This is an optimization exercise on Yosys and OpenROAD, whose aim is small area, not a production implementation.
In this exercise RTL edits were held to simulation tests only and were not proved equivalent to the original.
No activity file was given, so power comes from the tool's default toggle rates.

## ost_ddmd
module ost_ddmd (
    input  wire         clk,
    input  wire         rst,
    input  wire         req_valid,
    output wire         req_ready,
    input  wire [31:0]  req_op,
    input  wire [31:0]  req_in_len,
    input  wire [31:0]  req_out_cap,
    input  wire [95:0]  req_in,         
    output wire         resp_valid,
    input  wire         resp_ready,
    output wire [1:0]   resp_status,
    output wire [31:0]  resp_bytes,
    output wire [319:0] resp_out,       
    output wire         prim_valid,
    output wire [2:0]   prim_cmd,
    output wire [63:0]  prim_addr,
    output wire [63:0]  prim_wdata,
    input  wire         prim_ack,
    input  wire [63:0]  prim_rdata,
    input  wire [15:0]  prim_rlimit,
    input  wire         prim_fault,
    output wire         faulted
);
    localparam [3:0] S_IDLE   = 4'b0000;
    localparam [3:0] S_RESP   = 4'b0001;
    localparam [3:0] S_FAULT  = 4'b0010;
    localparam [3:0] S_SER    = 4'b0011;    
    localparam [3:0] S_RDMSR  = 4'b1000;
    localparam [3:0] S_WRMSR  = 4'b1001;
    localparam [3:0] S_RDSREG = 4'b1010;
    localparam [3:0] S_SGDT   = 4'b1011;
    localparam [3:0] S_MEMLO  = 4'b1100;
    localparam [3:0] S_MEMHI  = 4'b1101;
    reg [3:0]  state;
    reg [1:0]  st;         
    reg        q;          
    reg        m;          
    reg        res;        
    reg        hi_ok;      
    reg [15:0] sel;
    reg [63:0] pa;         
    reg [63:0] wd_n;       
    wire [63:0] wd = ~wd_n;
    reg [5:0]  cnt;        
    reg        cy;         
    wire s_idle   = (state == S_IDLE);
    wire s_rdmsr  = (state == S_RDMSR);
    wire s_wrmsr  = (state == S_WRMSR);
    wire s_rdsreg = (state == S_RDSREG);
    wire s_sgdt   = (state == S_SGDT);
    wire s_ser    = (state == S_SER);
    wire s_memlo  = (state == S_MEMLO);
    wire s_memhi  = (state == S_MEMHI);
    wire s_resp   = (state == S_RESP);
    wire op_hi0   = (req_op[31:2] == 30'd0);
    wire op_rd    = op_hi0 & (req_op[1:0] == 2'd1);
    wire op_wr    = op_hi0 & (req_op[1:0] == 2'd2);
    wire op_qs    = op_hi0 & (req_op[1:0] == 2'd3);
    wire op_ok    = op_hi0 & (req_op[1:0] != 2'd0);
    wire len_hi0  = (req_in_len[31:4] == 28'd0);
    wire cap_hi0  = (req_out_cap[31:6] == 26'd0);
    wire small_rd = (len_hi0 & (req_in_len[3:0] < 4'd4)) | (cap_hi0 & (req_out_cap[5:0] < 6'd8));
  ...
Size: roughly 1100 cells after synthesis, roughly 10000 um^2 of cells after synthesis.
==> flow/config.mk <==
export PLATFORM = sky130hd
export DESIGN_NAME = ost_ddmd
export DESIGN_NICKNAME = ost_ddmd
export VERILOG_FILES = /design/flow/design.v
export SDC_FILE = /design/flow/constraint.sdc
export NUM_CORES = 4
export LEC_CHECK = 0
export CAP_MARGIN = 0
export CORE_AREA = 5 5 265 265
export DIE_AREA = 0 0 270 270
export SLEW_MARGIN = 0
==> flow/constraint.sdc <==
create_clock -name core_clock -period 10.0 [get_ports {clk}]
set_input_delay 2.0000 -clock core_clock [delete_from_list [all_inputs] [get_ports {clk}]]
set_output_delay 2.0000 -clock core_clock [all_outputs]
set_load 0.01 [all_outputs]
standard.sh (not shown) runs the stock make flow with config.mk's settings and CLKGATE_MAP_FILE= SYNTH_SCRIPT=/design/flow/synth_recipe.tcl, a recipe that flattens the netlist after the stock synthesis.
==> flow/flow/run.sh <==
#!/bin/bash
# Standard ORFS layout (the standard.sh, standard synthesis unchanged),
# with these changes:
#  - buffer_ports uses the smallest buffer cell for the port buffers;
#  - the constant outputs share the synthesized tie cell instead of getting
#    one tie cell each (SKIP_REPAIR_TIE_FANOUT);
#  - the clock tree uses clkbuf_8 and no dummy loads.
set -euo pipefail
export BUFFER_PORTS_ARGS="-buffer_cell sky130_fd_sc_hd__buf_1"
export SKIP_REPAIR_TIE_FANOUT=1
export CTS_ARGS="-sink_clustering_enable -repair_clock_nets -buf_list sky130_fd_sc_hd__clkbuf_8 -sink_clustering_size 40 -sink_clustering_max_diameter 200 -dont_use_dummy_load"
bash standard.sh > standard_flow.log 2>&1
==> next run, changes <==
CAP_MARGIN = 10   (was 0)
CTS_BUF_LIST = sky130_fd_sc_hd__clkbuf_8   (was unset)
CTS_CLUSTER_DIAMETER = 100   (was unset)
CTS_CLUSTER_SIZE = 30   (was unset)
SLEW_MARGIN = 10   (was 0)
What happened:
- via count stays the same
- total power does not change
- hold slack is unchanged
- clock-buffer cell count stays the same

========
== oak ==
The RTL this note starts from:
==> flow/design.v <==
module ost_desc_decode (
    input  wire [63:0] raw_lo,
    input  wire [63:0] raw_hi,
    input  wire        wide,
    output wire [63:0] base,
    output wire [19:0] limit,
    output wire [3:0]  dtype,
    output wire        s,
    output wire [1:0]  dpl,
    output wire        p,
    output wire        avl,
    output wire        l,
    output wire        db,
    output wire        g
);
    assign limit = {raw_lo[51:48], raw_lo[15:0]};
    assign base  = {(wide ? raw_hi[31:0] : 32'h0), raw_lo[63:56], raw_lo[39:32], raw_lo[31:16]};
    assign dtype = raw_lo[43:40];
    assign s     = raw_lo[44];
    assign dpl   = raw_lo[46:45];
    assign p     = raw_lo[47];
    assign avl   = raw_lo[52];
    assign l     = raw_lo[53];
    assign db    = raw_lo[54];
    assign g     = raw_lo[55];
endmodule
module ost_sel_decode (
    input  wire [15:0] sel,
    output wire [1:0]  rpl,
    output wire        ti,
    output wire [12:0] index
);
    assign rpl   = sel[1:0];
    assign ti    = sel[2];
    assign index = sel[15:3];
endmodule
module ost_ddmd (
    input  wire         clk,
    input  wire         rst,
    input  wire         req_valid,
    output wire         req_ready,
    input  wire [31:0]  req_op,
    input  wire [31:0]  req_in_len,
    input  wire [31:0]  req_out_cap,
    input  wire [95:0]  req_in,         
    output wire         resp_valid,
    input  wire         resp_ready,
    output wire [1:0]   resp_status,
    output wire [31:0]  resp_bytes,
    output wire [319:0] resp_out,       
    output wire         prim_valid,
    output wire [2:0]   prim_cmd,
    output wire [63:0]  prim_addr,
    output wire [63:0]  prim_wdata,
    input  wire         prim_ack,
    input  wire [63:0]  prim_rdata,
    input  wire [15:0]  prim_rlimit,
    input  wire         prim_fault,
    output wire         faulted
);
    localparam [3:0] S_IDLE   = 4'b0000;
    localparam [3:0] S_RESP   = 4'b0001;
    localparam [3:0] S_FAULT  = 4'b0010;
    localparam [3:0] S_ADD    = 4'b0011;
    localparam [3:0] S_RDMSR  = 4'b1000;
    localparam [3:0] S_WRMSR  = 4'b1001;
    localparam [3:0] S_RDSREG = 4'b1010;
    localparam [3:0] S_SGDT   = 4'b1011;
    localparam [3:0] S_MEMLO  = 4'b1100;
    localparam [3:0] S_MEMHI  = 4'b1101;
    reg [3:0]  state;
    reg [1:0]  st;         
    reg        q;          
    reg        m;          
    reg        res;        
    reg        hi_ok;      
    reg [15:0] sel;
    reg [63:0] pa;
    reg [63:0] wd;
    wire op_hi0   = (req_op[31:2] == 30'd0);
    wire op_rd    = op_hi0 & (req_op[1:0] == 2'd1);
    wire op_wr    = op_hi0 & (req_op[1:0] == 2'd2);
    wire op_qs    = op_hi0 & (req_op[1:0] == 2'd3);
    wire op_ok    = op_hi0 & (req_op[1:0] != 2'd0);
    wire len_hi0  = (req_in_len[31:4] == 28'd0);
    wire cap_hi0  = (req_out_cap[31:6] == 26'd0);
    wire small_rd = (len_hi0 & (req_in_len[3:0] < 4'd4)) | (cap_hi0 & (req_out_cap[5:0] < 6'd8));
    wire small_wr = (len_hi0 & (req_in_len[3:0] < 4'd12));
    wire small_qs = (len_hi0 & (req_in_len[3:0] < 4'd2)) | (cap_hi0 & (req_out_cap[5:0] < 6'd40));
    wire short_in    = (op_rd & small_rd) | (op_wr & small_wr) | (op_qs & small_qs);
    wire bad_idx  = (req_in[15:3] != 13'd0) | (req_in[2] & req_in[1]);
    wire inv      = op_qs & ~short_in & bad_idx;
    wire go       = op_ok & ~short_in & ~inv;
    wire [12:0] index  = sel[15:3];
    wire [16:0] off7   = {1'b0, index, 3'b111};
    wire [16:0] off15  = off7 + 17'd8;
    wire        lo_in  = off7  <= {1'b0, prim_rlimit};
    wire        hi_in  = off15 <= {1'b0, prim_rlimit};
    wire [12:0] add_x  = (state == S_ADD) ? index : 13'd1;
    wire [60:0] pa_sum = pa[63:3] + {48'd0, add_x};
    wire ack = prim_ack;
    wire sel_null = prim_rdata[2] | (prim_rdata[15:3] == 13'd0);
    always @(posedge clk) begin
        if (rst) begin
            state <= S_IDLE;
        end else begin
            case (state)
                S_IDLE: begin
                    if (req_valid) begin
                        st  <= {~op_ok | inv, ~op_ok | short_in};
                        q   <= go & op_qs;
                        m   <= go & op_rd;
                        res <= 1'b0;
                        pa[31:0] <= req_in[31:0];
                        wd  <= req_in[95:32];
                        if (!go)        state <= S_RESP;
                        else if (op_rd) state <= S_RDMSR;
                        else if (op_wr) state <= S_WRMSR;
                        else            state <= S_RDSREG;
                    end
                end
                S_RDMSR: begin
                    if (ack) begin
                        sel <= prim_rdata[15:0];
                        wd  <= prim_rdata;
                        state <= prim_fault ? S_FAULT : S_RESP;
                    end
                end
                S_WRMSR: begin
                    if (ack) state <= prim_fault ? S_FAULT : S_RESP;
                end
                S_RDSREG: begin
                    if (ack) begin
                        sel <= prim_rdata[15:0];
                        if (sel_null) begin
                            pa <= 64'd0;
                            wd <= 64'd0;
                            state <= S_RESP;
                        end else begin
                            state <= S_SGDT;
                        end
                    end
                end
                S_SGDT: begin
                    if (ack) begin
                        hi_ok <= hi_in;
                        if (lo_in) begin
                            pa <= prim_rdata;
                            state <= S_ADD;
                        end else begin
                            pa <= 64'd0;
                            wd <= 64'd0;
                            state <= S_RESP;
                        end
                    end
                end
                S_ADD: begin
                    pa[63:3] <= pa_sum;
                    state <= S_MEMLO;
                end
                S_MEMLO: begin
                    if (ack) begin
                        if (prim_fault) begin
                            state <= S_FAULT;
                        end else if (prim_rdata[44]) begin
                            wd  <= prim_rdata;
                            pa  <= 64'd0;
                            res <= 1'b1;
                            state <= S_RESP;
                        end else if (hi_ok) begin
                            wd  <= prim_rdata;
                            pa[63:3] <= pa_sum;
                            res <= 1'b1;
                            state <= S_MEMHI;
                        end else begin
                            wd <= 64'd0;
                            pa <= 64'd0;
                            state <= S_RESP;
                        end
                    end
                end
                S_MEMHI: begin
                    if (ack) begin
                        pa <= prim_rdata;
                        state <= prim_fault ? S_FAULT : S_RESP;
                    end
                end
                S_RESP: begin
                    if (resp_ready) state <= S_IDLE;
                end
                S_FAULT: begin
                    state <= S_FAULT;
                end
                default: state <= S_IDLE;
            endcase
        end
    end
    assign req_ready  = (state == S_IDLE);
    assign resp_valid = (state == S_RESP);
    assign faulted    = (state == S_FAULT);
    assign prim_valid = state[3];
    assign prim_cmd   = state[2] ? 3'd4 : {1'b0, state[1:0]};
    assign prim_addr  = pa;
    assign prim_wdata = wd;
    assign resp_status = st;
    assign resp_bytes  = {26'd0, q, 1'b0, q | m, 3'd0};
    wire [63:0] dec_base;
    wire [19:0] dec_limit;
    wire [3:0]  dec_type;
    wire        dec_s, dec_p, dec_avl, dec_l, dec_db, dec_g;
    wire [1:0]  dec_dpl;
    ost_desc_decode u_dec (
        .raw_lo (wd),
        .raw_hi (pa),
        .wide   (1'b1),       
        .base   (dec_base),
        .limit  (dec_limit),
        .dtype  (dec_type),
        .s      (dec_s),
        .dpl    (dec_dpl),
        .p      (dec_p),
        .avl    (dec_avl),
        .l      (dec_l),
        .db     (dec_db),
        .g      (dec_g)
    );
    wire wide = res & ~wd[44];
    assign resp_out[15:0]   = sel;
    assign resp_out[16]     = q ? res  : wd[16];
    assign resp_out[23:17]  = q ? 7'd0 : wd[23:17];
    assign resp_out[24]     = q ? wide : wd[24];
    assign resp_out[31:25]  = q ? 7'd0 : wd[31:25];
    assign resp_out[63:32]  = q ? {12'd0, dec_limit} : wd[63:32];
    assign resp_out[127:64]  = dec_base;
    assign resp_out[135:128] = {4'd0, dec_type};
    assign resp_out[143:136] = {7'd0, dec_s};
    assign resp_out[151:144] = {6'd0, dec_dpl};
    assign resp_out[159:152] = {7'd0, dec_p};
    assign resp_out[167:160] = {7'd0, dec_avl};
    assign resp_out[175:168] = {7'd0, dec_l};
    assign resp_out[183:176] = {7'd0, dec_db};
    assign resp_out[191:184] = {7'd0, dec_g};
    assign resp_out[255:192] = wd;
    assign resp_out[319:256] = pa;
    wire [1:0]  sel_rpl;
    wire        sel_ti;
    wire [12:0] sel_index;
    ost_sel_decode u_sel (
        .sel   (sel),
        .rpl   (sel_rpl),
        .ti    (sel_ti),
        .index (sel_index)
    );
endmodule
==> flow/config.mk <==
export PLATFORM = sky130hd
export DESIGN_NAME = ost_ddmd
export DESIGN_NICKNAME = ost_ddmd
export VERILOG_FILES = /design/flow/design.v
export SDC_FILE = /design/flow/constraint.sdc
export NUM_CORES = 4
export LEC_CHECK = 0
export CAP_MARGIN = 20
export CORE_AREA = 10 10 310 310
export DIE_AREA = 0 0 320 320
export SLEW_MARGIN = 40
==> flow/constraint.sdc <==
create_clock -name core_clock -period 10.0 [get_ports {clk}]
set_input_delay 2.0000 -clock core_clock [delete_from_list [all_inputs] [get_ports {clk}]]
set_output_delay 2.0000 -clock core_clock [all_outputs]
set_load 0.01 [all_outputs]
run.sh (not shown) runs the stock make flow with config.mk's settings and CLKGATE_MAP_FILE= SYNTH_SCRIPT=/design/flow/synth_recipe.tcl, a recipe that flattens the netlist after the stock synthesis.
Stock flow here: none of the scripts above is used.
--- input diff oak..pine ---
==> flow/flow/run.sh (new file) <==
#!/bin/bash
# Standard ORFS layout (the standard.sh, standard synthesis unchanged),
# with the port buffers that buffer_ports inserts taken as the smallest
# buffer cell instead of the default delay buffer.
set -euo pipefail
export BUFFER_PORTS_ARGS="-buffer_cell sky130_fd_sc_hd__buf_1"
bash standard.sh > standard_flow.log 2>&1
==> flow/standard.sh (new file) <==
#!/bin/bash
# synth_recipe.tcl (not shown) runs the flow's synth.tcl, then flattens the netlist and writes it again
# the make line also repeats each setting of config.mk as NAME=value (left out here)
make -C /OpenROAD-flow-scripts/flow DESIGN_CONFIG=/design/flow/config.mk WORK_HOME=/design/flow/orfs CLKGATE_MAP_FILE= SYNTH_SCRIPT=/design/flow/synth_recipe.tcl "${@:-finish}"
removed: flow/run.sh
## What came out
- Fraction of power spent switching nets ends up higher on pine.
- For the post-layout minimum cycle time, pine came in 0.66 ns lower than oak did.
- Sequential share of layout area was lower in oak than in pine.
- Compared with oak, in pine global placement routability congestion down about 1.3%; all-layer global routing usage has decreased.
- Placed standard-cell area, oak and pine, lower one = pine.
- Diff oak -> pine | total power consumption of the routed design | down by a little under 10%
- Of the two candidates, oak has the worse clock tree skew after final layout and pine the better one.
- oak has higher final clock period utilization by the worst path than pine.
- pine vs oak, cell type taking the most area: multi-input gates vs non-clock buffers
- Diff oak -> pine: via count saw an increase, worst ir drop on vdd saw a decrease.

-- separate check: timing with driven ports --
How much do the figures lean on ideal ports? The routed layouts below were timed once more, with nothing changed but the port constraints.
Step 1, drivers: a clkbuf_16 drives clk and a buf_2 each remaining input, both assumed.
Step 2, shift: input delay + t, output delay - t, t = (earliest + latest rising clock arrival at the registers) / 2. This alone moves slack from input paths to output paths.
Slacks: no drivers / after step 1 / after step 2; pairs: no drivers / after step 1.
run | t (ns) | setup slack, ns | worst data-port slew with drivers (ns)
the first run of note 1 | 0.568 | 5.239 / 5.255 / 4.687 | 0.13
the second run of note 1 | 0.568 | 5.239 / 5.255 / 4.687 | 0.13
oak | 0.560 | 4.353 / 4.357 / 3.797 | 0.20
pine | 0.561 | 5.011 / 5.048 / 4.487 | 0.17
After both steps every run listed still meets setup and hold. The setup slack of oak, which loses most, moves by +0.004 ns with the drivers and by -0.556 ns with both steps.
